What follows belongs to an exercise in optimizing a design on an open flow for small area, a short achievable clock period and few clock cycles per item; a production flow would make more cautious choices.
Only simulation tests tie the RTL to the original design; equivalence was not proved.

## v6
## aes_ecb_core
module aes_ecb_core (
  input              clk,
  input              rst,         
  input              key_load,    
  input      [1:0]   key_len,
  input      [255:0] key_in,
  input              blk_start,   
  input              decrypt,     
  input      [127:0] blk_in,
  output             ready,
  output reg         done,        
  output     [127:0] blk_out
);
Settings: LEC_CHECK=0, CAP_MARGIN=20, CORE_MARGIN=2, CORE_UTILIZATION=40, PLACE_DENSITY=0.55, SLEW_MARGIN=20, SYNTH_HIERARCHICAL=1; clock period 11.0 ns.
run.sh (not shown) runs the stock make flow with config.mk's settings and CLKGATE_MAP_FILE= SYNTH_SCRIPT=/design/flow/synth_recipe.tcl, a recipe that flattens the netlist after the stock synthesis.
v6: all stages complete, timing, DRC and antenna checks passed
Testbench counts of v6, summed over its fixed seeds: cycles 16,253, items 1,080.
Setup changes, v6 to v7
Settings: an added SETUP_SLACK_MARGIN of 5.
Results
Comparing v7 and v6, total wirelength of the detailed-routed design is higher on v7.
Taking v7 as 1.0, v6 lands at 0.948 on clock buffer instance count of the final layout.
Number of vias after detailed routing: v7 higher than v6

* * *

Another version of the RTL of aes_ecb_core (not shown whole).
Size: roughly 11,000 cells after synthesis, roughly 520 I/O pins, about 110,000 um2 of cells after synthesis.
// aes_ecb_core
module aes_ecb_core (
  input              clk,
  input              rst,         
  input              key_load,    
  input      [1:0]   key_len,
  input      [255:0] key_in,
  input              blk_start,   
  input              decrypt,     
  input      [127:0] blk_in,
  output             ready,
  output reg         done,        
  output     [127:0] blk_out
);
Settings: LEC_CHECK=0, CAP_MARGIN=20, CORE_MARGIN=2, CORE_UTILIZATION=55, CTS_BUF_LIST=sky130_fd_sc_hd__clkbuf_8, CTS_CLUSTER_SIZE=20, PLACE_DENSITY=0.7, SLEW_MARGIN=20, SYNTH_HIERARCHICAL=1; clock period 11.0 ns.
standard.sh (not shown) runs the stock make flow with config.mk's settings and CLKGATE_MAP_FILE= SYNTH_SCRIPT=/design/flow/synth_recipe.tcl, a recipe that flattens the netlist after the stock synthesis.
==> flow/flow/run.sh <==
#!/bin/bash
set -euo pipefail
export SETUP_SLACK_MARGIN=6.0
bash standard.sh > standard_flow.log 2>&1
Testbench counts at the start, summed over its fixed seeds: cycles 16,073, items 1,080.
==> next run, changes <==
--- a/flow/config.mk
+++ b/flow/config.mk
@@ -8,8 +8,6 @@
 export CAP_MARGIN = 20
 export CORE_MARGIN = 2
-export CORE_UTILIZATION = 55
-export CTS_BUF_LIST = sky130_fd_sc_hd__clkbuf_8
-export CTS_CLUSTER_SIZE = 20
-export PLACE_DENSITY = 0.7
+export CORE_UTILIZATION = 40
+export PLACE_DENSITY = 0.55
 export SLEW_MARGIN = 20
 export SYNTH_HIERARCHICAL = 1
The new run went through all stages and came out clean.
Synthesized cell count is unchanged.
Setup slack gains 0.053 ns.
Register-to-register slack gets better by 0.05 ns.
==> next run, changes <==
==> flow/flow/run.sh (replaced) <==
#!/bin/bash
set -euo pipefail
export SETUP_SLACK_MARGIN=6.25
bash standard.sh > standard_flow.log 2>&1
--- a/flow/config.mk
+++ b/flow/config.mk
@@ -8,6 +8,8 @@
 export CAP_MARGIN = 20
 export CORE_MARGIN = 2
-export CORE_UTILIZATION = 40
-export PLACE_DENSITY = 0.55
+export CORE_UTILIZATION = 55
+export CTS_BUF_LIST = sky130_fd_sc_hd__clkbuf_8
+export CTS_CLUSTER_SIZE = 20
+export PLACE_DENSITY = 0.7
 export SLEW_MARGIN = 20
 export SYNTH_HIERARCHICAL = 1
Outcome:
- The new run completed without violations
- maximum frequency goes up by 6.1%
- global-route usage grows by 9.2 points
==> next run, changes <==
==> flow/flow/run.sh (replaced) <==
#!/bin/bash
set -euo pipefail
export SETUP_SLACK_MARGIN=6.5
bash standard.sh > standard_flow.log 2>&1
The new run passed the timing, design-rule and antenna checks.
Cell count grows by 2.2%.
Worst setup slack gains 0.12 ns.
Via count grows by 2.9%.
Area after synthesis does not change.
Fmax grows by 2.6%.
Design area grows by 5.6%.
Non-clock buffer count grows by 301.
==> next run, changes <==
==> flow/run.sh (new file) <==
#!/bin/bash
# synth_recipe.tcl (not shown) runs the flow's synth.tcl, then flattens the netlist and writes it again
# the make line also repeats each setting of config.mk as NAME=value (left out here)
make -C /OpenROAD-flow-scripts/flow DESIGN_CONFIG=/design/flow/config.mk WORK_HOME=/design/flow/orfs CLKGATE_MAP_FILE= SYNTH_SCRIPT=/design/flow/synth_recipe.tcl finish
--- a/flow/config.mk
+++ b/flow/config.mk
@@ -12,4 +12,5 @@
 export CTS_CLUSTER_SIZE = 20
 export PLACE_DENSITY = 0.7
+export SETUP_SLACK_MARGIN = 5
 export SLEW_MARGIN = 20
 export SYNTH_HIERARCHICAL = 1
removed: flow/flow/run.sh
removed: flow/standard.sh
=> Setup slack loses 1.1 ns; design area came out lower by 10%; count of clock-buffer cells in the layout came out higher by 7.

## separate check: timing with driven ports
Ports are ideal in the flow. The routed layouts listed here were re-timed in OpenROAD.
Step 1, drivers: a clkbuf_16 drives clk and a buf_2 each remaining input, both assumed.
Step 2, shift: input delay + t, output delay - t, t = (earliest + latest rising clock arrival at the registers) / 2. This alone moves slack from input paths to output paths.
Slacks: ideal ports / drivers / drivers and shift; pairs: ideal ports / drivers.
| run | t, ns | setup slack, ns | pins driven straight from the clock port |
|---|---|---|---|
| v6 | 0.969 | 4.083 / 3.978 / 4.362 | 1 |
| v7 | 0.978 | 5.089 / 5.089 / 5.089 | 1 |
| the first run of note 2 | 1.136 | 5.847 / 5.847 / 5.087 | 1 |
| the second run of note 2 | 0.979 | 5.900 / 5.900 / 5.233 | 1 |
| the third run of note 2 | 1.131 | 6.191 / 6.191 / 5.329 | 1 |
| the fourth run of note 2 | 1.162 | 6.312 / 6.312 / 5.537 | 1 |
| the fifth run of note 2 | 1.162 | 5.253 / 5.253 / 5.219 | 1 |
After both steps setup and hold are still met in every run listed. For the third run of note 2, which loses most, drivers alone change the setup slack by 0.000 ns; drivers and shift together by -0.862 ns.
